Source: an optimization exercise on an open RTL-to-GDS flow (aim: small area, a short achievable clock period and few clock cycles). Production flows keep margins and buffers that such runs may drop.
Function was not checked in any run shown here: the RTL went through the layout flow alone.
No activity file was given, so power comes from the tool's default toggle rates.

--- flow/design.v ---
module updi_host (
    input  wire        clk,
    input  wire        rst,
    input  wire        cfg_a24,
    input  wire        req_valid,
    output wire        req_ready,
    input  wire [4:0]  req_op,
    input  wire        req_wide,
    input  wire [23:0] req_addr,
    input  wire [15:0] req_data,
    input  wire [16:0] req_len,
    output wire        rsp_valid,
    output wire [2:0]  rsp_kind,
    output wire [2:0]  rsp_stage,
    output wire [2:0]  rsp_cause,
    output wire [15:0] rsp_data,
    output wire [1:0]  life,
    output wire [1:0]  session,
    output wire        desync,
    input  wire        wd_valid,
    output wire        wd_ready,
    input  wire [7:0]  wd_data,
    output wire        rd_valid,
    output wire [7:0]  rd_data,
    output wire        ctl_valid,
    output wire [2:0]  ctl_cmd,
    input  wire        ctl_ready,
    input  wire        ctl_fail,
    output wire        tx_valid,
    output wire [7:0]  tx_data,
    input  wire        tx_ready,
    input  wire        rx_valid,
    input  wire        rx_err,
    input  wire [7:0]  rx_data,
    output wire        rx_ready
);
    localparam [4:0] OP_OPEN   = 5'd0,  OP_CLOSE  = 5'd1,  OP_DBRK   = 5'd2,
                     OP_ISP    = 5'd3,  OP_CDL    = 5'd4,  OP_INIT   = 5'd5,
                     OP_LDCS   = 5'd6,  OP_STCS   = 5'd7,  OP_LOAD   = 5'd8,
                     OP_STORE  = 5'd9,  OP_SETPTR = 5'd10, OP_LDINC  = 5'd11,
                     OP_STINC  = 5'd12, OP_REPEAT = 5'd13, OP_BULK   = 5'd14,
                     OP_KEY    = 5'd15, OP_SIB    = 5'd16;
    localparam [1:0] L_CLOSED = 2'd0, L_OPENED = 2'd1, L_SYNC = 2'd2;
    localparam [1:0] S_UNSYNC = 2'd0, S_SPS = 2'd1, S_VERIFIED = 2'd2;
    localparam [2:0] K_OK = 3'd0, K_TRANSPORT = 3'd1, K_NORESP = 3'd2,
                     K_PROTOCOL = 3'd3, K_INVARG = 3'd4, K_LINKINIT = 3'd5;
    localparam [2:0] G_NONE = 3'd0, G_ARG = 3'd1, G_CONFIGURE = 3'd2,
                     G_SEND = 3'd3, G_RECEIVE = 3'd4, G_ACK = 3'd5,
                     G_CHECK = 3'd6;
    localparam [2:0] C_CLOSE = 3'd0, C_DRAIN = 3'd1, C_CFG_BREAK = 3'd2,
                     C_CFG_OP = 3'd3, C_DELAY = 3'd4;
    localparam [3:0] F_SIB  = 4'd0,  F_ISP1 = 4'd1,  F_ISP2 = 4'd2,
                     F_CDL  = 4'd3,  F_BRK  = 4'd4,
                     F_LDCS = 4'd6,  F_STCS = 4'd7,  F_LOAD = 4'd8,
                     F_STORE = 4'd9, F_PTR  = 4'd10, F_LDI  = 4'd11,
                     F_STI  = 4'd12, F_REP  = 4'd13, F_KEYH = 4'd15;
    localparam [2:0] ST_IDLE = 3'd0, ST_TX = 3'd1, ST_RX = 3'd2,
                     ST_BULK = 3'd3, ST_KEY = 3'd4, ST_KLD = 3'd5,
                     ST_SEQ = 3'd6, ST_CTL = 3'd7;
    localparam [3:0] P_O1 = 4'd0, P_O2 = 4'd1, P_O3 = 4'd2,
                     P_C1 = 4'd3, P_C2 = 4'd4,
                     P_D0 = 4'd5, P_D1 = 4'd6, P_D2 = 4'd7, P_D3 = 4'd8,
                     P_D4 = 4'd9, P_D5 = 4'd10, P_D6 = 4'd11, P_D7 = 4'd12,
                     P_D8 = 4'd13, P_D9 = 4'd14;
    reg [2:0]  st;
    reg [3:0]  pc;
    reg [3:0]  fr;
    reg [2:0]  hidx;
    reg [16:0] cnt;
    reg [1:0]  bph;             
    reg [9:0]  bcc;             
    reg        pend;            
    reg        abort;           
    reg        sent_any;
    reg        retry;
    reg        ctl_fail_r;
    reg [2:0]  ctl_cmd_r;
    reg [4:0]  op;
    reg        wide;
    reg        a24;
    reg [23:0] addr;            
    reg [15:0] dat;
    reg [7:0]  ring [0:31];
    reg [4:0]  rp;
    reg [1:0]  life_r, session_r;
    reg        desync_r;
    reg        rsp_r;
    reg [2:0]  ecode;           
    localparam [2:0] E_OK = 3'd0, E_TSEND = 3'd1, E_TCFG = 3'd2, E_NORESP = 3'd3,
                     E_PROTO = 3'd4, E_INVARG = 3'd5, E_LICFG = 3'd6,
                     E_LICHK = 3'd7;
    reg [2:0]  n_st;
    reg [3:0]  n_pc, n_fr;
    reg [2:0]  n_hidx;
    reg [16:0] n_cnt;
    reg [1:0]  n_bph;
    reg [9:0]  n_bcc;
    reg        n_pend, n_abort, n_sent_any, n_retry, n_ctl_fail_r;
    reg [2:0]  n_ctl_cmd_r;
    reg [4:0]  n_op;
    reg        n_wide, n_a24;
    reg [23:0] n_addr;
    reg [15:0] n_dat;
    reg [1:0]  n_life_r, n_session_r;
    reg        n_desync_r, n_rsp_r;
    reg [2:0]  n_ecode;
    reg        n_res;               
    reg        f_txc, f_txw, f_srcwd, f_kld, f_rxa, f_rxc, f_rxw;
    reg        f_yfin, f_yack, f_res;
    reg        f_idle, f_rds, f_ctl;
    reg [7:0]  txb;             
    wire [7:0] asz   = a24 ? 8'h08 : 8'h04;
    wire [7:0] psz   = a24 ? 8'h02 : 8'h01;
    wire [7:0] dsz   = wide ? 8'h01 : 8'h00;
    reg [7:0] opc, b2;
    always @(*) begin
        case (fr)
            F_ISP1:  opc = 8'hC3;
            F_ISP2:  opc = 8'hC2;
            F_CDL:   opc = 8'h80;
            F_LDCS:  opc = {4'h8, addr[3:0]};
            F_STCS:  opc = {4'hC, addr[3:0]};
            F_LOAD:  opc = 8'h00 | asz | dsz;
            F_STORE: opc = 8'h40 | asz | dsz;
            F_PTR:   opc = 8'h68 | psz;
            F_LDI:   opc = 8'h24 | dsz;
            F_STI:   opc = 8'h64 | dsz;
            F_REP:   opc = 8'hA0;
            F_KEYH:  opc = {6'b111000, addr[1:0]};
            default: opc = 8'hE6;                        
        endcase
        case (fr)
            F_ISP1:  b2 = 8'h08;
            F_ISP2:  b2 = 8'h80;
            F_STCS:  b2 = dat[7:0];
            default: b2 = addr[7:0];                     
        endcase
    end
    function [7:0] bulk_byte(input [1:0] ph, input [2:0] ix, input [7:0] lm1);
        begin
            if (ph == 2'd0) begin
                case (ix)
                    3'd1: bulk_byte = 8'hC2;
                    3'd2: bulk_byte = 8'h0E;
                    3'd4: bulk_byte = 8'hA0;
                    3'd5: bulk_byte = lm1;
                    3'd7: bulk_byte = 8'h65;
                    default: bulk_byte = 8'h55;
                endcase
            end else begin
                case (ix[1:0])
                    2'd0: bulk_byte = 8'h55;
                    2'd1: bulk_byte = 8'hC2;
                    default: bulk_byte = 8'h06;
                endcase
            end
        end
    endfunction
    function f_last_of(input [3:0] f, input [2:0] ix, input a, input w);
        begin
            case (f)
                F_BRK:   f_last_of = (ix == 3'd0);
                F_STCS, F_REP, F_ISP1, F_ISP2:
                         f_last_of = (ix == 3'd2);
                F_LOAD, F_PTR:
                         f_last_of = (ix == (a ? 3'd4 : 3'd3));
                F_STORE: f_last_of = (ix == (a ? 3'd4 : 3'd3)) || (ix == (w ? 3'd6 : 3'd5));
                F_STI:   f_last_of = (ix == {2'b01, w});
                default: f_last_of = (ix == 3'd1);
            endcase
        end
    endfunction
    wire st_tx   = (st == ST_TX);
    wire st_bulk = (st == ST_BULK);
    wire st_key  = (st == ST_KEY);
    wire st_rx   = (st == ST_RX);
    wire tx_on   = st_tx | st_bulk | st_key;
    wire f_last    = f_last_of(fr, hidx, a24, wide);
    wire b_reqlast = (bph == 2'd2) & (hidx[1:0] == 2'd2);
    wire b_unb     = (dat[15:10] != 6'd0) | (dat == 16'd0);
    wire b_last    = b_reqlast | (!b_unb & (bcc == 10'd1));
    wire k_last    = (cnt[4:0] == 5'd0);
    wire snd_last  = (st_tx & f_last) | (st_bulk & b_last) | (st_key & k_last);
    assign tx_valid = f_txc | (f_txw & wd_valid);
    assign tx_data  = f_srcwd ? wd_data : txb;
    wire   tx_fire  = tx_valid & tx_ready;
    wire   bc       = (tx_on & pend & rx_valid) | (tx_fire & (abort | rx_valid));
    assign rx_ready = f_rxa | (tx_ready & (f_rxc | (f_rxw & wd_valid)));
    wire   rx_fire  = rx_ready & rx_valid;
    wire k_ld_last  = (cnt[2:0] == 3'd7) & (addr[1:0] == 2'd0 | cnt[3]) &
                      (addr[1:0] != 2'd2 | cnt[4]);
    assign wd_ready = f_kld | (f_txw & tx_ready);
    wire   wd_fire  = wd_ready & wd_valid;
    assign ctl_valid = f_ctl;
    assign ctl_cmd   = ctl_cmd_r;
    wire rx_dat = (fr == F_LDCS) | (fr == F_LOAD) | (fr == F_CDL);
    wire rx_ack = (fr == F_STORE) | (fr == F_PTR) | (fr == F_STI);
    wire rx_str = (fr == F_LDI) | (fr == F_SIB);
    wire cnt1   = (cnt == 17'd1);
    wire ack_fin = (fr == F_PTR) | ((fr == F_STORE) & hidx[2] & (hidx[1] | hidx[0])) |
                   ((fr == F_STI) & cnt1);
    wire is_ack  = (rx_data == 8'h40);
    wire nz      = (rx_data != 8'h00);
    wire y_bad   = f_yack & !is_ack;
    wire y_ok    = !rx_err & nz;
    assign rsp_valid = rsp_r;
    assign req_ready = f_idle;
    wire   accept    = req_valid & req_ready;
    reg [2:0] ek, eg;
    always @(*) begin
        case (ecode)
            E_TSEND:  begin ek = K_TRANSPORT; eg = G_SEND;      end
            E_TCFG:   begin ek = K_TRANSPORT; eg = G_CONFIGURE; end
            E_NORESP: begin ek = K_NORESP;    eg = G_RECEIVE;   end
            E_PROTO:  begin ek = K_PROTOCOL;  eg = G_ACK;       end
            E_INVARG: begin ek = K_INVARG;    eg = G_ARG;       end
            E_LICFG:  begin ek = K_LINKINIT;  eg = G_CONFIGURE; end
            E_LICHK:  begin ek = K_LINKINIT;  eg = G_CHECK;     end
            default:  begin ek = K_OK;        eg = G_NONE;      end
        endcase
    end
    assign rsp_kind  = ek;
    assign rsp_stage = eg;
    assign rsp_cause = (ecode == E_LICFG) ? K_TRANSPORT : K_OK;
    assign rsp_data  = dat & {16{f_res}};
    assign rd_valid = f_rds & rx_valid & !rx_err;
    assign rd_data  = rx_data;
    assign life    = life_r;
    assign session = session_r;
    assign desync  = desync_r;
    wire rq_ldi  = (req_op == OP_LDINC) | (req_op == OP_STINC);
    wire rq_rep  = (req_op == OP_REPEAT) | (req_op == OP_BULK);
    wire arg_bad = (req_op > OP_SIB) ||
                   (rq_ldi && (req_len[15:0] == 16'd0 || req_len[16])) ||
                   (rq_rep && (req_len == 17'd0 || req_len > 17'd256)) ||
                   ((req_op == OP_KEY) && (req_len > 17'd2));
    wire closed  = (life_r == L_CLOSED);
    wire       k_load = (st == ST_KLD) & wd_fire;
    wire [4:0] n_rp   = k_load ? 5'd0 : rp + 5'd1 + {4'd0, st_key & bc};
    integer i;
    always @(posedge clk) begin
        ring[0] <= k_load ? wd_data : ring[31];
        for (i = 1; i < 32; i = i + 1)
            ring[i] <= ring[i-1];
        rp <= n_rp;
    end
    wire n_tx_on  = (n_st == ST_TX) | (n_st == ST_BULK) | (n_st == ST_KEY);
    wire n_srcwd  = ((n_st == ST_TX) & (n_fr == F_STI) & n_hidx[1]) |
                    ((n_st == ST_BULK) & (n_bph == 2'd1));
    wire n_kblk   = (n_st == ST_KEY) & n_rp[0];
    wire n_txc    = n_tx_on & !n_pend & !n_srcwd & !n_kblk;
    wire n_txw    = n_tx_on & !n_pend & n_srcwd;
    wire n_reqlast = ((n_st == ST_TX) & f_last_of(n_fr, n_hidx, n_a24, n_wide) &
                      ((n_fr == F_STCS) | (n_fr == F_REP) |
                       ((n_fr == F_ISP2) & (n_op == OP_ISP)))) |
                     ((n_st == ST_BULK) & (n_bph == 2'd2) & (n_hidx[1:0] == 2'd2)) |
                     ((n_st == ST_KEY) & (n_cnt[4:0] == 5'd0));
    wire n_strx   = (n_st == ST_RX);
    wire n_cnt1   = (n_cnt == 17'd1);
    wire n_rxdat  = (n_fr == F_LDCS) | (n_fr == F_LOAD);
    wire n_rxstr  = (n_fr == F_LDI) | (n_fr == F_SIB);
    wire n_ackfin = (n_fr == F_PTR) |
                    ((n_fr == F_STORE) & n_hidx[2] & (n_hidx[1] | n_hidx[0])) |
                    ((n_fr == F_STI) & n_cnt1);
    wire n_yack   = n_strx & n_ackfin &
                    ((n_fr == F_STORE) | (n_fr == F_PTR) | (n_fr == F_STI));
    wire [7:0] n_kbyte = ring[{n_rp[4:1] - 4'd1, 1'b1}];
    reg  [7:0] n_byte;
    always @(*) begin
        case (n_st)
            ST_KEY:  n_byte = n_kbyte;
            ST_BULK: n_byte = bulk_byte(n_bph, n_hidx, addr[7:0]);
            default: case (n_hidx)
                         3'd0: n_byte = (n_fr == F_BRK) ? 8'h00 : 8'h55;
                         3'd1: n_byte = opc;
                         3'd2: n_byte = b2;
                         3'd3: n_byte = addr[15:8];
                         3'd4: n_byte = addr[23:16];
                         3'd5: n_byte = dat[7:0];
                         default: n_byte = dat[15:8];
                     endcase
        endcase
    end
    always @(posedge clk) begin
        txb      <= n_byte;
        f_txc    <= n_txc;
        f_txw    <= n_txw;
        f_srcwd  <= n_srcwd;
        f_kld    <= (n_st == ST_KLD) & ((n_rp == 5'd0) | (n_cnt[4:0] == 5'd0));
        f_rxa    <= n_strx | (n_tx_on & !n_abort & n_pend);
        f_rxc    <= n_txc & !n_abort;
        f_rxw    <= n_txw & !n_abort;
        f_yack   <= n_yack;
        f_yfin   <= n_yack | (n_strx & n_cnt1 & (n_rxdat | n_rxstr |
                                                 ((n_fr == F_CDL) & (n_op == OP_CDL))));
        f_idle   <= (n_st == ST_IDLE);
        f_res    <= n_res;
        f_rds    <= n_strx & n_rxstr;
        f_ctl    <= (n_st == ST_CTL);
    end
    always @(posedge clk) begin
        st <= n_st; pc <= n_pc; fr <= n_fr; hidx <= n_hidx; cnt <= n_cnt;
        bph <= n_bph; bcc <= n_bcc; pend <= n_pend; abort <= n_abort;
        sent_any <= n_sent_any; retry <= n_retry; ctl_fail_r <= n_ctl_fail_r;
        ctl_cmd_r <= n_ctl_cmd_r; op <= n_op; wide <= n_wide; a24 <= n_a24;
        addr <= n_addr; dat <= n_dat; life_r <= n_life_r; session_r <= n_session_r;
        desync_r <= n_desync_r; rsp_r <= n_rsp_r; ecode <= n_ecode;
    end
    task automatic fail(input [2:0] e);
        begin
            n_rsp_r = 1'b1;
            n_ecode = e;
            if (sent_any && op != OP_OPEN && op != OP_DBRK)
                n_desync_r = 1'b1;
            n_st = ST_IDLE;
        end
    endtask
    task automatic done_ok;
        begin
            n_rsp_r = 1'b1;
            n_st    = ST_IDLE;
        end
    endtask
    task automatic ctl(input [2:0] c, input [3:0] next);
        begin
            n_ctl_cmd_r = c; n_st = ST_CTL; n_pc = next;
        end
    endtask
    task automatic send(input [3:0] f);
        begin
            n_fr = f; n_hidx = 3'd0; n_st = ST_TX;
        end
    endtask
    task automatic cdl_miss;
        begin
            if (op == OP_CDL)
                done_ok;
            else if (!retry) begin
                n_retry = 1'b1; n_st = ST_SEQ; n_pc = P_D0;
            end else
                fail(E_LICHK);
        end
    endtask
    always @(*) begin
        n_st = st;
        n_pc = pc;
        n_fr = fr;
        n_hidx = hidx;
        n_cnt = cnt;
        n_bph = bph;
        n_bcc = bcc;
        n_pend = pend;
        n_abort = abort;
        n_sent_any = sent_any;
        n_retry = retry;
        n_ctl_fail_r = ctl_fail_r;
        n_ctl_cmd_r = ctl_cmd_r;
        n_op = op;
        n_wide = wide;
        n_a24 = a24;
        n_addr = addr;
        n_dat = dat;
        n_life_r = life_r;
        n_session_r = session_r;
        n_desync_r = desync_r;
        n_rsp_r = rsp_r;
        n_ecode = ecode;
        n_res = 1'b0;
        if (rst) begin
            n_st        = ST_IDLE;
            n_life_r    = L_CLOSED;
            n_session_r = S_UNSYNC;
            n_desync_r  = 1'b0;
            n_rsp_r     = 1'b0;
            n_ecode     = E_OK;
            n_pend      = 1'b0;
            n_abort     = 1'b0;
        end else begin
            n_rsp_r = 1'b0;
            if (bc) n_pend = 1'b0;
            else if (tx_fire) n_pend = 1'b1;
            if (bc & snd_last) n_abort = 1'b0;
            else if (tx_on & rx_fire & rx_err) n_abort = 1'b1;
            if (tx_fire) n_sent_any = 1'b1;
            case (st)
            ST_TX: if (bc) begin
                if (!f_last) n_hidx = hidx + 3'd1;
                else begin
                    case (fr)
                        F_STCS, F_REP: done_ok;
                        F_ISP1: begin
                            n_session_r = S_SPS;
                            send(F_ISP2);
                        end
                        F_ISP2: if (op == OP_ISP) done_ok;
                                else send(F_CDL);
                        F_BRK:  n_st = ST_SEQ;
                        F_KEYH: n_st = ST_KEY;
                        F_LDI:  n_st = ST_RX;
                        F_SIB:  begin n_cnt = 17'd32; n_st = ST_RX; end
                        F_LOAD: begin n_cnt = wide ? 17'd2 : 17'd1; n_st = ST_RX; n_dat = 16'd0; end
                        F_LDCS: begin n_cnt = 17'd1; n_st = ST_RX; n_dat = 16'd0; end
                        F_CDL:  begin n_cnt = 17'd1; n_st = ST_RX; end
                        default: n_st = ST_RX;                
                    endcase
                end
            end
            ST_BULK: if (bc) begin
                n_bcc  = b_last ? dat[9:0] : bcc - 10'd1;
                n_hidx = hidx + 3'd1;
                case (bph)
                    2'd0: if (hidx == 3'd7) n_bph = 2'd1;
                    2'd1: begin
                        n_cnt = cnt - 17'd1;
                        if (cnt1) begin n_bph = 2'd2; n_hidx = 3'd0; end
                    end
                    default: if (b_reqlast) done_ok;
                endcase
            end
            ST_KEY: if (bc) begin
                n_cnt = cnt - 17'd1;
                if (k_last) done_ok;
            end
            ST_KLD: if (wd_fire) begin
                if (k_ld_last) send(F_KEYH);
                else n_cnt = cnt + 17'd1;
            end
            ST_RX: if (rx_valid) begin
                if (f_yfin) begin
                    n_rsp_r = 1'b1;
                    n_st    = ST_IDLE;
                    n_res   = rx_dat;
                    if (rx_err) begin
                        n_ecode = (fr == F_CDL) ? E_OK : E_NORESP;
                        n_desync_r = 1'b1;
                    end else if (rx_ack & !is_ack) begin
                        n_ecode = E_PROTO;
                        n_desync_r = 1'b1;
                    end
                    if (fr == F_CDL) begin
                        n_dat = {15'd0, y_ok};
                        if (y_ok) n_session_r = S_VERIFIED;
                    end else
                        n_dat = {dat[7:0], rx_data};
                end else if (rx_err) begin
                    if (fr == F_CDL) begin
                        n_desync_r = 1'b1;
                        cdl_miss;
                    end else
                        fail(E_NORESP);
                end else if (rx_ack) begin
                    if (!is_ack)
                        fail(E_PROTO);
                    else if (ack_fin)
                        done_ok;
                    else if (fr == F_STORE) begin
                        n_hidx = 3'd5; n_st = ST_TX;
                    end else begin
                        n_cnt = cnt - 17'd1; n_hidx = 3'd2; n_st = ST_TX;
                    end
                end else begin
                    n_dat  = {dat[7:0], rx_data};
                    n_cnt  = cnt - 17'd1;
                    if (cnt1) begin
                        if (fr != F_CDL)
                            done_ok;
                        else if (nz) begin
                            n_session_r = S_VERIFIED;
                            done_ok;
                        end else
                            cdl_miss;
                    end
                end
            end
            ST_CTL: if (ctl_ready) begin
                n_ctl_fail_r = ctl_fail;
                n_st = ST_SEQ;
            end
            ST_SEQ: begin
                case (pc)
                    P_O1: begin
                        if (!closed) ctl(C_CLOSE, P_O2); else n_pc = P_O2;
                        n_life_r = L_CLOSED;
                    end
                    P_O2: ctl(C_CFG_OP, P_O3);
                    P_O3: if (ctl_fail_r) fail((op == OP_INIT && retry) ? E_LICFG : E_TCFG);
                          else begin
                              ctl(C_DRAIN, P_D0);
                              n_life_r = L_OPENED; n_session_r = S_UNSYNC;
                          end
                    P_C1: if (!closed) ctl(C_CLOSE, P_C2); else n_pc = P_C2;
                    P_C2: begin
                        n_life_r = L_CLOSED; n_session_r = S_UNSYNC; n_desync_r = 1'b0;
                        done_ok;
                    end
                    P_D0: begin
                        if (!closed) ctl(C_CLOSE, P_D1); else n_pc = P_D1;
                        n_life_r = L_CLOSED;
                    end
                    P_D1: ctl(C_CFG_BREAK, P_D2);
                    P_D2: if (ctl_fail_r) fail((op == OP_INIT && retry) ? E_LICFG : E_TCFG);
                          else begin
                              ctl(C_DRAIN, P_D3);
                              n_life_r = L_OPENED; n_session_r = S_UNSYNC;
                          end
                    P_D3: begin send(F_BRK); n_pc = P_D4; end
                    P_D4: ctl(C_DELAY, P_D5);
                    P_D5: begin send(F_BRK); n_pc = P_D6; end
                    P_D6: begin ctl(C_CLOSE, P_D7); n_life_r = L_CLOSED; end
                    P_D7: ctl(C_CFG_OP, P_D8);
                    P_D8: if (ctl_fail_r) fail((op == OP_INIT && retry) ? E_LICFG : E_TCFG);
                          else begin
                              n_life_r = L_SYNC; n_session_r = S_UNSYNC; n_desync_r = 1'b0;
                              ctl(C_DRAIN, P_D9);
                          end
                    P_D9: if (op == OP_INIT) send(F_ISP1); else done_ok;
                    default: done_ok;
                endcase
            end
            default: ;
            endcase
            if (accept) begin
                n_op       = req_op;
                n_wide     = req_wide;
                n_a24      = cfg_a24;
                n_addr     = req_addr;
                if (req_op == OP_REPEAT || req_op == OP_BULK)
                    n_addr[7:0] = req_len[7:0] - 8'd1;
                if (req_op == OP_KEY)
                    n_addr[7:0] = req_len[7:0];
                n_dat      = req_data;
                n_sent_any = 1'b0;
                n_retry    = 1'b0;
                n_pend     = 1'b0;
                n_abort    = 1'b0;
                n_ecode    = E_OK;
                n_hidx     = 3'd0;
                n_fr       = req_op[3:0];
                case (req_op)
                    OP_LDINC: n_cnt = req_wide ? {req_len[15:0], 1'b0} : {1'b0, req_len[15:0]};
                    OP_STINC: n_cnt = {1'b0, req_len[15:0]};
                    OP_BULK:  n_cnt = {7'd0, req_len[8:0], 1'b0};
                    default:  n_cnt = 17'd0;
                endcase
                n_bph = 2'd0;
                n_bcc = (req_data != 16'd0 && req_data < 16'd10) ? 10'd6 : req_data[9:0];
                case (req_op)
                    OP_OPEN:  begin n_st = ST_SEQ; n_pc = P_O1; end
                    OP_CLOSE: begin n_st = ST_SEQ; n_pc = P_C1; end
                    OP_DBRK:  begin n_st = ST_SEQ; n_pc = P_D0; end
                    OP_ISP, OP_INIT: begin
                        if (closed) begin
                            n_rsp_r = 1'b1; n_ecode = E_TSEND;
                            n_st = ST_IDLE;
                        end else begin
                            n_fr = F_ISP1; n_st = ST_TX;
                        end
                    end
                    OP_CDL: begin
                        if (closed) begin
                            n_rsp_r = 1'b1; n_st = ST_IDLE;
                        end else begin
                            n_fr = F_CDL; n_st = ST_TX;
                        end
                    end
                    default: begin
                        if (arg_bad) begin
                            n_rsp_r = 1'b1; n_ecode = E_INVARG;
                            n_st = ST_IDLE;
                        end else if (closed) begin
                            n_rsp_r = 1'b1; n_ecode = E_TSEND;
                            n_st = ST_IDLE;
                        end else if (req_op == OP_KEY)
                            n_st = ST_KLD;
                        else if (req_op == OP_BULK)
                            n_st = ST_BULK;
                        else
                            n_st = ST_TX;
                    end
                endcase
            end
        end
    end
endmodule
--- flow/flow/run.sh ---
#!/bin/bash
set -o pipefail
export BUFFER_PORTS_ARGS="-buffer_cell sky130_fd_sc_hd__buf_1"
bash standard.sh > standard.log 2>&1
--- flow/standard.sh ---
#!/bin/bash
# synth_recipe.tcl (not shown) runs the flow's synth.tcl, then flattens the netlist and writes it again
# the make line also repeats each setting of config.mk as NAME=value (left out here)
make -C /OpenROAD-flow-scripts/flow DESIGN_CONFIG=/design/flow/config.mk WORK_HOME=/design/flow/orfs CLKGATE_MAP_FILE= SYNTH_SCRIPT=/design/flow/synth_recipe.tcl "${@:-finish}"
--- flow/config.mk ---
export PLATFORM = sky130hd
export DESIGN_NAME = updi_host
export DESIGN_NICKNAME = updi_host
export VERILOG_FILES = /design/flow/design.v
export SDC_FILE = /design/flow/constraint.sdc
export NUM_CORES = 4
export LEC_CHECK = 0
export ABC_AREA = 1
export CAP_MARGIN = 20
export CORE_MARGIN = 2
export CORE_UTILIZATION = 40
export CTS_CLUSTER_DIAMETER = 100
export CTS_CLUSTER_SIZE = 25
export SETUP_SLACK_MARGIN = 4.5
export SLEW_MARGIN = 20
--- flow/constraint.sdc ---
create_clock -name core_clock -period 8.0 [get_ports {clk}]
set_input_delay 1.6000 -clock core_clock [delete_from_list [all_inputs] [get_ports {clk}]]
set_output_delay 1.6000 -clock core_clock [all_outputs]
set_load 0.01 [all_outputs]
==> impl_metrics.env, run 1 <==
export IMPL_ctsRootBufferMaster="clkbuf_16"
export IMPL_yosys_top_cells_count="516 x nand2_1, 326 x dfxtp_1, 291 x inv_1"
export IMPL_yosysTopAreaCellShare=0.384
export IMPL_met1_usage=0.361
export IMPL_cts_hold_buffers=0
export IMPL_pin_count=145
export IMPL_num_vias=16300
export IMPL_grt_use_met3=0.0417
export IMPL_hpwl_um=43100
export IMPL_finClkSkew_ps=33.8
export IMPL_required_ps=8500
export IMPL_max_slew_margin=0.339
export IMPL_clk_latency_ps=570
export IMPL_met2_usage=0.398
export IMPL_io_buffers=142
export IMPL_r2r_start="st[0]$_DFF_P_"
export IMPL_drtIter0Drc=1428
export IMPL_cpLargestDelayFamily="simple AND/OR/NAND/NOR gates"
export IMPL_worst_pin_slew_ps=991
export IMPL_ir_worst_vdd_mv=0.171
export IMPL_synth_cell_types=56
export IMPL_viasPerCell=5.47
export IMPL_synth_seq_area_share=0.493
export IMPL_min_path_cells=0
export IMPL_placeableCoreArea_sq_mm=0.0419
export IMPL_clkSlewWorstSetupHoldPaths_ps=100
export IMPL_crit_path_max_incr_delay_ps=230
export IMPL_antenna_found_initial=1
export IMPL_dieWidth_um=210
export IMPL_grt_max_degree=42
export IMPL_hold_path_end="ring[19][0]$_DFF_P_"
export IMPL_grt_pass1_vias=15100
export IMPL_syn_avg_cell_area_sq_um=7.66
export IMPL_yosys_area_top_type="dfxtp_1"
export IMPL_syn2layout_area_growth_pct=21.1
export IMPL_finalCritPeriodShare=0.481
export IMPL_setup_tns_ps=0
export IMPL_end_kind="register"
export IMPL_rows=75
export IMPL_drv_slew=0
export IMPL_cp_start_kind="primary input"
export IMPL_crit_type="in2reg"
export IMPL_synth_edf_count=62
export IMPL_synth_warnings=2
export IMPL_worst_path_buf_inv=8
export IMPL_cts_tree="yes"
export IMPL_busiest_layer="met2"
export IMPL_dieHeight_um=210
export IMPL_syn_area_sq_mm=0.0170
export IMPL_postSynth_asyncResetShare=0
export IMPL_cts_sinks=388
export IMPL_critPathMaxFanout=8
export IMPL_period_needed_ps=3850
export IMPL_initial_utilization=0.405
export IMPL_r2r_cells=19
export IMPL_rsz0062_at_grt="true"
export IMPL_hold_viol=0
export IMPL_dr_pass1_iters=8
export IMPL_crit_slowest_cell="nor2_4"
export IMPL_grt_remaining_overflow=0
export IMPL_crit_path_frequent_cell="nand2_4"
export IMPL_clockBufferDepth=3
export IMPL_drive_above_1_share=0.174
export IMPL_cap_violations=0
export IMPL_r2r_end="txb[2]$_DFF_P_"
export IMPL_rrSetupSlack_ps=4320
export IMPL_wl_per_cell_um=19.7
export IMPL_worstPathArrival_ps=4360
export IMPL_wirelength_um=58800
export IMPL_grt_util_all_layers=0.258
export IMPL_power_density_mw_per_mm2=293
export IMPL_ys_seq_elements=388
export IMPL_antennaDiodeCount=0
export IMPL_die_area_sq_mm=0.0442
export IMPL_syn_inst=2219
export IMPL_status="no timing/DRC/antenna violations"
export IMPL_synth_flop_cell="dfxtp_1"
export IMPL_synth_area_leaders="dfxtp_1 38%, nand2_1 11%, edfxtp_1 11%"
export IMPL_nNetsFinal=2537
export IMPL_min_delay_start="ring[18][0]$_DFF_P_"
export IMPL_final_util=0.491
export IMPL_finalSetupViolations=0
export IMPL_yosysMostFrequentCell="nand2_1"
export IMPL_drc=0
export IMPL_p_leak_nw=9.05
export IMPL_gp_congestion=0.999
export IMPL_grt_pass1_wl_um=88200
export IMPL_postRouteAntennaNets=0
export IMPL_fmax_mhz=260
export IMPL_hold_path_class="reg2reg"
export IMPL_cts_inserted_buffers=20
export IMPL_htree_levels=1
metrics by stage:
step	setup WS (ps)	cell area, sq um	instances	hold slack, ps	power (mW)
2_1_floorplan	3820	17200	2220	310	3.78
3_3_place_gp	2520	18100	2848	310	4.44
3_5_place_dp	2460	18100	2848	312	4.44
4_1_cts	4160	20100	2965	330	5.92
5_1_grt	3970	20600	2978	337	6.38
6_report	4150	20600	2978	326	6.04
worst register-to-register path: cells and delay by family, from the launching register on:
kind                   cells  cell delay [ps]
and+or+nand+nor           14             2300
AOI/OAI and AO/OA          2              300
DFF                        1              420
buffers and inverters      3              600
worst max-delay path by stage:
stage	start	endpoint	slack, ps	cells after the start
floorplan	rx_valid	txb[7]$_DFF_P_	3820	25
global placement	wd_valid	txb[7]$_DFF_P_	2520	28
detailed placement	wd_valid	txb[7]$_DFF_P_	2460	28
CTS	tx_ready	txb[7]$_DFF_P_	4160	23
global route	wd_valid	txb[2]$_DFF_P_	3970	30
finish	wd_valid	txb[2]$_DFF_P_	4150	30
sequential cells by signal (all words and copies together), names as in the netlist, 3 cells and up:
register and flops:
addr 24, bcc 10, cnt 17, ctl_cmd_r 3, dat 16, ecode 3, fr 4, hidx 3
op 5, pc 4, ring 256, rp 5, st 3, txb 8
cell type report:
cell class / count / area, sq um
Multi-Input combinational cell: 1466 / 8070
Inverter: 304 / 1220
Fill cell: 4083 / 21400
Tap cell: 539 / 674
Timing Repair Buffer: 254 / 1670
Clock buffer: 21 / 514
Sequential cell: 388 / 8390
Clock inverter: 6 / 60.1
cells by family (layout without fill, tap and decap cells):
kind of cell | count (synthesis) | in the layout | synth area share
AO/OA/AOI/OAI | 395 | 395 | 0.140
XOR/XNOR | 20 | 20 | 0.0103
adder cells (fa/ha/maj) | 14 | 14 | 0.0103
buffers and inverters | 368 | 585 | 0.0848
flip-flops | 388 | 388 | 0.493
multiplexers | 8 | 8 | 0.00530
other | 1 | 2 | 0.000221
AND/OR/NAND/NOR | 1025 | 1027 | 0.256
power by group:
group	internal, mW	leakage, nW	switching [mW]
registers	2.15	3.22	0.181
clock network	0.476	0.287	0.639
logic	0.822	5.54	1.77
total	3.45	9.05	2.59
layout by cell type, fill, tap and decap left out, types with 36 or more instances in the layout:
master and instances:
a21oi_1 78, nand3_1 128, buf_4 88, buf_6 41, nand2_2 48, o21ai_0 121, o22ai_1 36, nor2_1 200
inv_1 252, nand2_1 461, dfxtp_1 325, buf_1 107, nand4_1 54, edfxtp_1 62
layer usage:
layer,up-vias,wire length (um)
li1,7784,-
met1,7574,26100
met2,775,25500
met3,148,4750
met4,0,2420
met5,-,0
repair_timing:
action,CTS,global route
gates resized for setup,228,101
endpoints found under the setup margin,60,47
pin swaps,74,33
gates cloned,3,0
setup buffers,87,13
==> run 2, diff against run 1 <==
--- a/flow/design.v
+++ b/flow/design.v
@@ -71,7 +71,6 @@
     reg [9:0]  bcc;             
     reg        pend;            
     reg        abort;           
-    reg        sent_any;
     reg        retry;
     reg        ctl_fail_r;
     reg [2:0]  ctl_cmd_r;
@@ -95,7 +94,7 @@
     reg [16:0] n_cnt;
     reg [1:0]  n_bph;
     reg [9:0]  n_bcc;
-    reg        n_pend, n_abort, n_sent_any, n_retry, n_ctl_fail_r;
+    reg        n_pend, n_abort, n_retry, n_ctl_fail_r;
     reg [2:0]  n_ctl_cmd_r;
     reg [4:0]  n_op;
     reg        n_wide, n_a24;
@@ -106,7 +105,7 @@
     reg [2:0]  n_ecode;
     reg        n_res;               
     reg        f_txc, f_txw, f_srcwd, f_kld, f_rxa, f_rxc, f_rxw;
-    reg        f_yfin, f_yack, f_res;
+    reg        f_res;
     reg        f_idle, f_rds, f_ctl;
     reg [7:0]  txb;             
     wire [7:0] asz   = a24 ? 8'h08 : 8'h04;
@@ -201,7 +200,10 @@
                    ((fr == F_STI) & cnt1);
     wire is_ack  = (rx_data == 8'h40);
     wire nz      = (rx_data != 8'h00);
-    wire y_bad   = f_yack & !is_ack;
+    wire y_any   = st_rx & cnt1 & ((rx_dat & (fr != F_CDL)) | rx_str);
+    wire y_ack   = st_rx & rx_ack & ack_fin;
+    wire y_cdl   = st_rx & cnt1 & (fr == F_CDL) & (op == OP_CDL);
+    wire y_fin   = y_any | y_ack | y_cdl;
     wire y_ok    = !rx_err & nz;
     assign rsp_valid = rsp_r;
     assign req_ready = f_idle;
@@ -250,20 +252,8 @@
     wire n_kblk   = (n_st == ST_KEY) & n_rp[0];
     wire n_txc    = n_tx_on & !n_pend & !n_srcwd & !n_kblk;
     wire n_txw    = n_tx_on & !n_pend & n_srcwd;
-    wire n_reqlast = ((n_st == ST_TX) & f_last_of(n_fr, n_hidx, n_a24, n_wide) &
-                      ((n_fr == F_STCS) | (n_fr == F_REP) |
-                       ((n_fr == F_ISP2) & (n_op == OP_ISP)))) |
-                     ((n_st == ST_BULK) & (n_bph == 2'd2) & (n_hidx[1:0] == 2'd2)) |
-                     ((n_st == ST_KEY) & (n_cnt[4:0] == 5'd0));
     wire n_strx   = (n_st == ST_RX);
-    wire n_cnt1   = (n_cnt == 17'd1);
-    wire n_rxdat  = (n_fr == F_LDCS) | (n_fr == F_LOAD);
     wire n_rxstr  = (n_fr == F_LDI) | (n_fr == F_SIB);
-    wire n_ackfin = (n_fr == F_PTR) |
-                    ((n_fr == F_STORE) & n_hidx[2] & (n_hidx[1] | n_hidx[0])) |
-                    ((n_fr == F_STI) & n_cnt1);
-    wire n_yack   = n_strx & n_ackfin &
-                    ((n_fr == F_STORE) | (n_fr == F_PTR) | (n_fr == F_STI));
     wire [7:0] n_kbyte = ring[{n_rp[4:1] - 4'd1, 1'b1}];
     reg  [7:0] n_byte;
     always @(*) begin
@@ -290,9 +280,6 @@
         f_rxa    <= n_strx | (n_tx_on & !n_abort & n_pend);
         f_rxc    <= n_txc & !n_abort;
         f_rxw    <= n_txw & !n_abort;
-        f_yack   <= n_yack;
-        f_yfin   <= n_yack | (n_strx & n_cnt1 & (n_rxdat | n_rxstr |
-                                                 ((n_fr == F_CDL) & (n_op == OP_CDL))));
         f_idle   <= (n_st == ST_IDLE);
         f_res    <= n_res;
         f_rds    <= n_strx & n_rxstr;
@@ -301,7 +288,7 @@
     always @(posedge clk) begin
         st <= n_st; pc <= n_pc; fr <= n_fr; hidx <= n_hidx; cnt <= n_cnt;
         bph <= n_bph; bcc <= n_bcc; pend <= n_pend; abort <= n_abort;
-        sent_any <= n_sent_any; retry <= n_retry; ctl_fail_r <= n_ctl_fail_r;
+        retry <= n_retry; ctl_fail_r <= n_ctl_fail_r;
         ctl_cmd_r <= n_ctl_cmd_r; op <= n_op; wide <= n_wide; a24 <= n_a24;
         addr <= n_addr; dat <= n_dat; life_r <= n_life_r; session_r <= n_session_r;
         desync_r <= n_desync_r; rsp_r <= n_rsp_r; ecode <= n_ecode;
@@ -310,7 +297,7 @@
         begin
             n_rsp_r = 1'b1;
             n_ecode = e;
-            if (sent_any && op != OP_OPEN && op != OP_DBRK)
+            if (op != OP_OPEN && op != OP_DBRK)
                 n_desync_r = 1'b1;
             n_st = ST_IDLE;
         end
@@ -351,7 +338,6 @@
         n_bcc = bcc;
         n_pend = pend;
         n_abort = abort;
-        n_sent_any = sent_any;
         n_retry = retry;
         n_ctl_fail_r = ctl_fail_r;
         n_ctl_cmd_r = ctl_cmd_r;
@@ -381,7 +367,6 @@
             else if (tx_fire) n_pend = 1'b1;
             if (bc & snd_last) n_abort = 1'b0;
             else if (tx_on & rx_fire & rx_err) n_abort = 1'b1;
-            if (tx_fire) n_sent_any = 1'b1;
             case (st)
             ST_TX: if (bc) begin
                 if (!f_last) n_hidx = hidx + 3'd1;
@@ -426,7 +411,7 @@
                 else n_cnt = cnt + 17'd1;
             end
             ST_RX: if (rx_valid) begin
-                if (f_yfin) begin
+                if (y_fin) begin
                     n_rsp_r = 1'b1;
                     n_st    = ST_IDLE;
                     n_res   = rx_dat;
@@ -529,7 +514,6 @@
                 if (req_op == OP_KEY)
                     n_addr[7:0] = req_len[7:0];
                 n_dat      = req_data;
-                n_sent_any = 1'b0;
                 n_retry    = 1'b0;
                 n_pend     = 1'b0;
                 n_abort    = 1'b0;
--- a/flow/config.mk
+++ b/flow/config.mk
@@ -11,5 +11,5 @@
 export CORE_UTILIZATION = 40
 export CTS_CLUSTER_DIAMETER = 100
 export CTS_CLUSTER_SIZE = 25
-export SETUP_SLACK_MARGIN = 4.5
+export SETUP_SLACK_MARGIN = 4.0
 export SLEW_MARGIN = 20
==> run 2 against run 1 <==
First-iteration DRC count is 3.6% lower. Utilization decreased by 3.7 points. Clock-buffer cell count up 2.
==> impl_metrics.env, run 2 <==
export IMPL_status="no timing/DRC/antenna violations"
export IMPL_cts_inserted_buffers=20
export IMPL_synth_flop_cell="dfxtp_1"
export IMPL_ctsRootBufferMaster="clkbuf_16"
export IMPL_dp_slack_ps=2840
export IMPL_pin_count=145
export IMPL_htree_levels=1
export IMPL_yosys_area_top_type="dfxtp_1"
export IMPL_final_util=0.453
export IMPL_synth_cell_types=63
export IMPL_syn_area_sq_mm=0.0169
export IMPL_wl_per_cell_um=18.9
export IMPL_grt_max_degree=49
export IMPL_finalSetupViolations=0
export IMPL_power_mw=6.07
export IMPL_regMostFlops="ring"
export IMPL_placed_area_sq_mm=0.0180
export IMPL_period_needed_ps=3940
export IMPL_grt_pass1_vias=14300
export IMPL_whs_ps=330
export IMPL_grt_pass1_wl_um=81200
export IMPL_antenna_found_initial=0
export IMPL_required_ps=8440
export IMPL_worst_pin_slew_ps=930
export IMPL_synth_area_leaders="dfxtp_1 37%, edfxtp_1 14%, nand2_1 11%"
export IMPL_placeableCoreArea_sq_mm=0.0418
export IMPL_wirelength_um=53100
export IMPL_hold_path_class="reg2reg"
export IMPL_drive_above_1_share=0.0907
export IMPL_clockBufferDepth=3
export IMPL_critPathMaxFanout=6
export IMPL_dieHeight_um=209
export IMPL_fmax_mhz=253
export IMPL_synth_warnings=2
export IMPL_cts_hold_buffers=0
export IMPL_synth_seq_area_share=0.504
export IMPL_n_fill_cell=4228
export IMPL_syn_inst=2127
export IMPL_stdcell_area_sq_mm=0.0189
export IMPL_finClkSkew_ps=29.0
export IMPL_final_common_cell="nand2_1"
export IMPL_gp_congestion=0.950
export IMPL_rsz0062_at_grt="true"
export IMPL_instances_no_fill=2811
export IMPL_ir_worst_vdd_mv=0.195
export IMPL_rrSetupSlack_ps=4160
export IMPL_drv_slew=0
export IMPL_power_density_mw_per_mm2=320
export IMPL_dieWidth_um=209
export IMPL_postRouteAntennaNets=0
export IMPL_dp_cells=2763
export IMPL_initial_utilization=0.404
export IMPL_rows=75
export IMPL_viasPerCell=5.34
export IMPL_max_slew_margin=0.378
export IMPL_dr_pass1_iters=7
export IMPL_crit_type="in2reg"
export IMPL_syn_avg_cell_area_sq_um=7.94
export IMPL_hold_viol=0
export IMPL_largestRegisters="ring: 256 flops, addr: 24 flops, cnt: 17 flops"
export IMPL_cts_sinks=386
export IMPL_end_kind="register"
export IMPL_hpwl_um=41300
export IMPL_synth_edf_count=78
export IMPL_syn2layout_area_growth_pct=12.2
export IMPL_yosys_top_cells_count="473 x nand2_1, 308 x dfxtp_1, 256 x inv_1"
export IMPL_grt_remaining_overflow=0
export IMPL_p_leak_nw=8.26
export IMPL_die_area_sq_mm=0.0439
export IMPL_num_vias=15000
export IMPL_clk_latency_ps=570
export IMPL_cp_start_kind="primary input"
export IMPL_layout_common_cells="458 x nand2_1, 308 x dfxtp_1, 242 x inv_1, 223 x nor2_1"
export IMPL_largest_reg_flops=256
export IMPL_clkSlewWorstSetupHoldPaths_ps=90
export IMPL_antennaDiodeCount=0
export IMPL_drtIter0Drc=1377
export IMPL_fin_ws_ps=4060
export IMPL_nNetsFinal=2369
export IMPL_cts_tree="yes"
export IMPL_worstPathArrival_ps=4390
export IMPL_yosysTopAreaCellShare=0.365
export IMPL_ys_seq_elements=386
export IMPL_cap_violations=0
export IMPL_io_buffers=142
export IMPL_postSynth_asyncResetShare=0
export IMPL_yosysMostFrequentCell="nand2_1"
export IMPL_grt_util_all_layers=0.237
export IMPL_drc=0
export IMPL_setup_tns_ps=0
export IMPL_finalCritPeriodShare=0.493
[run 2: cell types whose count changed in the layout (fill, tap and decap cells not counted), sizes merged, moves of 11 or more]
cell	change
o211ai	-11
inv	-24
a22oi	-12
edfxtp	+16
nor2	+12
buf	-83
nand2	-40
dfxtp	-18
a21oi	-26
[run 2: final cells by class]
type	count	area, sq um	share of cell area
multi-input combinational	1405	7360	0.388
clock buffer	23	512	0.0270
clock inverter	5	68.8	0.00363
timing repair buffer	168	744	0.0393
sequential	386	8510	0.449
inverter	285	1070	0.0567
tap	539	674	0.0356
[run 2: power by group]
group          leakage [nW]  switching (mW)  internal [mW]  total (mW)
clock network         0.281           0.635          0.473        1.11
logic                  4.74            1.77          0.842        2.61
registers              3.24           0.187           2.16        2.35
[run 2: critical path, stage by stage]
cell	delay, ps
buf_8	80
nand2_4	50
nand2_4	60
nand2_2	50
inv_2	80
o21ai_4	80
nand2_8	80
nand2_4	60
ha_4	160
inv_4	50
ha_4	130
nand2_2	50
inv_2	80
nand2_2	50
xor2_1	140
nor2_2	190
nand3b_1	150
nand2_2	130
nor2_4	80
nand2_4	100
o22ai_2	100
nor2_2	130
nand4_1	250
nor2_1	210
nor2_1	70
a21oi_1	120
nand2_1	80
[run 2: final timing paths]
path                                           from             endpoint  cells after the start
worst max-delay path                       wd_valid       txb[3]$_DFF_P_                     27
worst min register to register  ring[18][0]$_DFF_P_  ring[19][0]$_DFF_P_                      0
worst max register to register        st[0]$_DFF_P_       txb[3]$_DFF_P_                     28
worst min-delay path            ring[18][0]$_DFF_P_  ring[19][0]$_DFF_P_                      0
[run 2: layer usage]
metal / global-route usage / vias up / wire length, um
met4: 0.0850 / 0 / 2060
met2: 0.411 / 536 / 25400
met1: 0.306 / 7064 / 23000
met3: 0.0248 / 102 / 2590
li1: - / 7318 / -
met5: 0 / - / 0
[run 2: kinds of logic after synthesis]
family / Yosys count / share of synthesized area
xor gates and xnor gates: 25 / 0.0130
AOI/OAI and AO/OA: 350 / 0.125
adders and majority gates: 14 / 0.0104
muxes: 8 / 0.00534
other: 1 / 0.000222
buffers and inverters: 339 / 0.0798
DFF: 386 / 0.504
and+or+nand+nor: 1004 / 0.263
[run 2: repair_timing]
action                                 4_1_cts  5_1_grt
gates cloned                                 1        1
pin swaps                                    8       23
resized for setup                           21       38
buffers inserted                             7       11
setup endpoints to repair                   14       15
endpoints found under the hold margin        0        0
==> run 3, diff against run 2 <==
--- a/flow/config.mk
+++ b/flow/config.mk
@@ -11,5 +11,5 @@
 export CORE_UTILIZATION = 40
 export CTS_CLUSTER_DIAMETER = 100
 export CTS_CLUSTER_SIZE = 25
-export SETUP_SLACK_MARGIN = 4.0
+export SETUP_SLACK_MARGIN = 4.5
 export SLEW_MARGIN = 20
==> run 3 against run 2 <==
Worst setup slack lost 130 ps. Non-clock buffer count is 55 higher. Final cell count increased by 2.0%. Maximum frequency decreased by 3.2%. Sequential power barely moved. Flip-flop and latch count stayed put. Synthesized cell count unchanged. Critical path depth unchanged.
==> impl_metrics.env, run 3 <==
export IMPL_rows=75
export IMPL_synth_warnings=2
export IMPL_clkSlewWorstSetupHoldPaths_ps=100
export IMPL_viasPerCell=5.37
export IMPL_drc=0
export IMPL_dr_pass1_iters=5
export IMPL_drive_above_1_share=0.170
export IMPL_hold_path_class="reg2reg"
export IMPL_io_buffers=142
export IMPL_wl_per_cell_um=19.3
export IMPL_worst_pin_slew_ps=836
export IMPL_wirelength_um=55400
export IMPL_synth_flop_cell="dfxtp_1"
export IMPL_synth_edf_count=78
export IMPL_r2r_start="st[0]$_DFF_P_"
export IMPL_antenna_found_initial=0
export IMPL_ys_seq_elements=386
export IMPL_clockBufferDepth=3
export IMPL_regMostFlops="ring"
export IMPL_synth_area_leaders="dfxtp_1 37%, edfxtp_1 14%, nand2_1 11%"
export IMPL_yosysMostFrequentCell="nand2_1"
export IMPL_synth_mux_area_fraction=0.00534
export IMPL_max_slew_margin=0.441
export IMPL_dieHeight_um=209
export IMPL_pin_count=145
export IMPL_placeableCoreArea_sq_mm=0.0418
export IMPL_final_common_cell="nand2_1"
export IMPL_syn_area_sq_mm=0.0169
export IMPL_synth_cell_types=63
export IMPL_synth_simple_area_share=0.263
export IMPL_grt_pass1_vias=14800
export IMPL_critPathMaxFanout=6
export IMPL_ctsRootBufferMaster="clkbuf_16"
export IMPL_worst_path_buf_inv=4
export IMPL_num_vias=15400
export IMPL_required_ps=8440
export IMPL_instances_no_fill=2866
export IMPL_finalSetupViolations=0
export IMPL_stdcell_area_sq_mm=0.0201
export IMPL_initial_utilization=0.404
export IMPL_period_needed_ps=4080
export IMPL_finClkSkew_ps=18.9
export IMPL_crit_type="in2reg"
export IMPL_cpLargestDelayFamily="simple AND/OR/NAND/NOR gates"
export IMPL_fmax_mhz=245
export IMPL_cts_sinks=386
export IMPL_drv_slew=0
export IMPL_status="no timing/DRC/antenna violations"
export IMPL_cts_inserted_buffers=20
export IMPL_finalCritPeriodShare=0.510
export IMPL_worstPathArrival_ps=4510
export IMPL_htree_levels=1
export IMPL_dp_cells=2762
export IMPL_layout_common_cells="440 x nand2_1, 305 x dfxtp_1, 215 x inv_1, 209 x nor2_1, 133 x o21ai_0"
export IMPL_postSynth_asyncResetShare=0
export IMPL_synth_fa_ha_area_frac=0.0104
export IMPL_die_area_sq_mm=0.0439
export IMPL_cts_tree="yes"
export IMPL_grt_remaining_overflow=0
export IMPL_clk_latency_ps=560
export IMPL_power_mw=6.40
export IMPL_syn_avg_cell_area_sq_um=7.94
export IMPL_gp_congestion=0.979
export IMPL_min_delay_start="ring[12][5]$_DFF_P_"
export IMPL_p_leak_nw=8.79
export IMPL_yosysTopAreaCellShare=0.365
export IMPL_drtIter0Drc=1388
export IMPL_r2r_end="txb[3]$_DFF_P_"
export IMPL_largest_reg_flops=256
export IMPL_rsz0062_at_grt="true"
export IMPL_cp_start_kind="primary input"
export IMPL_synth_seq_area_share=0.504
export IMPL_crit_path_frequent_cell="nand2_4"
export IMPL_dieWidth_um=209
export IMPL_syn2layout_area_growth_pct=19.1
export IMPL_yosys_area_top_type="dfxtp_1"
export IMPL_grt_pass1_wl_um=83700
export IMPL_r2r_cells=28
export IMPL_crit_path_max_incr_delay_ps=230
export IMPL_hpwl_um=42100
export IMPL_synth_compound_gate_area_share=0.125
export IMPL_setup_tns_ps=0
export IMPL_grt_util_all_layers=0.244
export IMPL_crit_slowest_cell="nand3b_1"
export IMPL_rrSetupSlack_ps=4140
export IMPL_cts_hold_buffers=0
export IMPL_antennaDiodeCount=0
export IMPL_cap_violations=0
export IMPL_power_density_mw_per_mm2=319
export IMPL_yosys_top_cells_count="473 x nand2_1, 308 x dfxtp_1, 256 x inv_1"
export IMPL_synth_xor_area_frac=0.0130
export IMPL_nNetsFinal=2424
export IMPL_min_path_cells=0
export IMPL_ir_worst_vdd_mv=0.185
export IMPL_synth_top_family_by_area="simple AND/OR/NAND/NOR gates"
export IMPL_hold_path_end="ring[13][5]$_DFF_P_"
export IMPL_hold_viol=0
export IMPL_largestRegisters="ring: 256 flops, addr: 24 flops, cnt: 17 flops"
export IMPL_postRouteAntennaNets=0
export IMPL_syn_inst=2127
export IMPL_placed_area_sq_mm=0.0180
export IMPL_end_kind="register"
export IMPL_grt_max_degree=49
## run 3: cell types whose count changed in the layout (fill, tap and decap cells not counted), sizes merged
cell and change:
buf +47, inv -7, clkinvlp +5, clkbuf +9, clkinv +1
## run 3: cells by family after synthesis
group	Yosys count
muxes	8
buffers and inverters	339
AOI/OAI and AO/OA	350
adders and majority gates	14
DFF	386
other	1
and+or+nand+nor	1004
xor gates and xnor gates	25
## run 3: worst max path at each step
stage	start	to	slack (ps)	cells after the start
floorplan	wd_valid	txb[0]$_DFF_P_	3890	28
global placement	rx_valid	txb[7]$_DFF_P_	3020	21
detailed placement	rx_valid	txb[7]$_DFF_P_	2800	21
CTS	wd_valid	txb[3]$_DFF_P_	4110	27
global route	wd_valid	txb[3]$_DFF_P_	3830	27
finish	wd_valid	txb[3]$_DFF_P_	3920	27
## run 3: what timing repair did
action / CTS / global route
buffers inserted: 31 / 43
pin swaps: 34 / 44
hold endpoints to repair: 0 / 0
endpoints found under the setup margin: 76 / 55
cloned: 2 / 0
gates resized for setup: 118 / 155
## run 3: where the power goes
group / switching, mW / total, mW / internal, mW
logic: 1.90 / 2.92 / 1.02
registers: 0.184 / 2.35 / 2.16
clock network: 0.630 / 1.14 / 0.506
## run 3: per-stage QoR
| step | utilization | hold WS, ps | setup slack (ps) |
|---|---|---|---|
| floorplan | - | 310 | 3890 |
| global placement | 0.432 | 310 | 3020 |
| detailed placement | 0.432 | 312 | 2800 |
| CTS | 0.463 | 324 | 4110 |
| global route | 0.481 | 337 | 3830 |
| finish | 0.481 | 328 | 3920 |
## run 3: final cells by class
cell class / instances / area, sq um
fillers: 4071 / 21700
clock inverters: 4 / 57.6
inverters: 285 / 1120
flip-flops and latches: 386 / 8510
well taps: 539 / 674
clock buffers: 24 / 557
repair buffers: 223 / 1440
multi-input cells: 1405 / 7740
## run 3: routing by layer
metal / GRT usage / up-vias / share of wire
met5: 0 / - / 0
met4: 0.0973 / 0 / 0.045
met3: 0.0263 / 128 / 0.052
met2: 0.432 / 586 / 0.49
li1: - / 7423 / -
met1: 0.305 / 7262 / 0.42

-- port drivers added, routing unchanged --
The results above use ideal ports. As a check the final layouts listed here were re-extracted and re-timed, cells and wires unchanged. Step 1, drivers: a clkbuf_16 drives clk and a buf_2 each remaining input, both assumed. Step 2 adds t to the input delays and takes it off the output delays; t is the mean of the earliest and latest rising clock arrival at the registers after step 1. Input paths then give back, and output paths get back, about the clock's delay inside the block. a / b / c = no drivers / after step 1 / after step 2; a / b = the first two.
| run | t (ns) | setup WS [ns] | worst register clock-pin slew, ns | worst data-port slew with drivers (ns) |
|---|---|---|---|---|
| run 1 | 0.605 | 4.148 / 4.097 / 3.519 | 0.10 / 0.10 | 0.07 |
| run 2 | 0.611 | 4.055 / 4.056 / 3.445 | 0.11 / 0.11 | 0.05 |
| run 3 | 0.603 | 3.923 / 3.923 / 3.320 | 0.10 / 0.10 | 0.06 |
After both steps setup and hold are still met in every run listed. For run 1, which loses most, drivers alone change the setup slack by -0.051 ns; drivers and shift together by -0.629 ns.
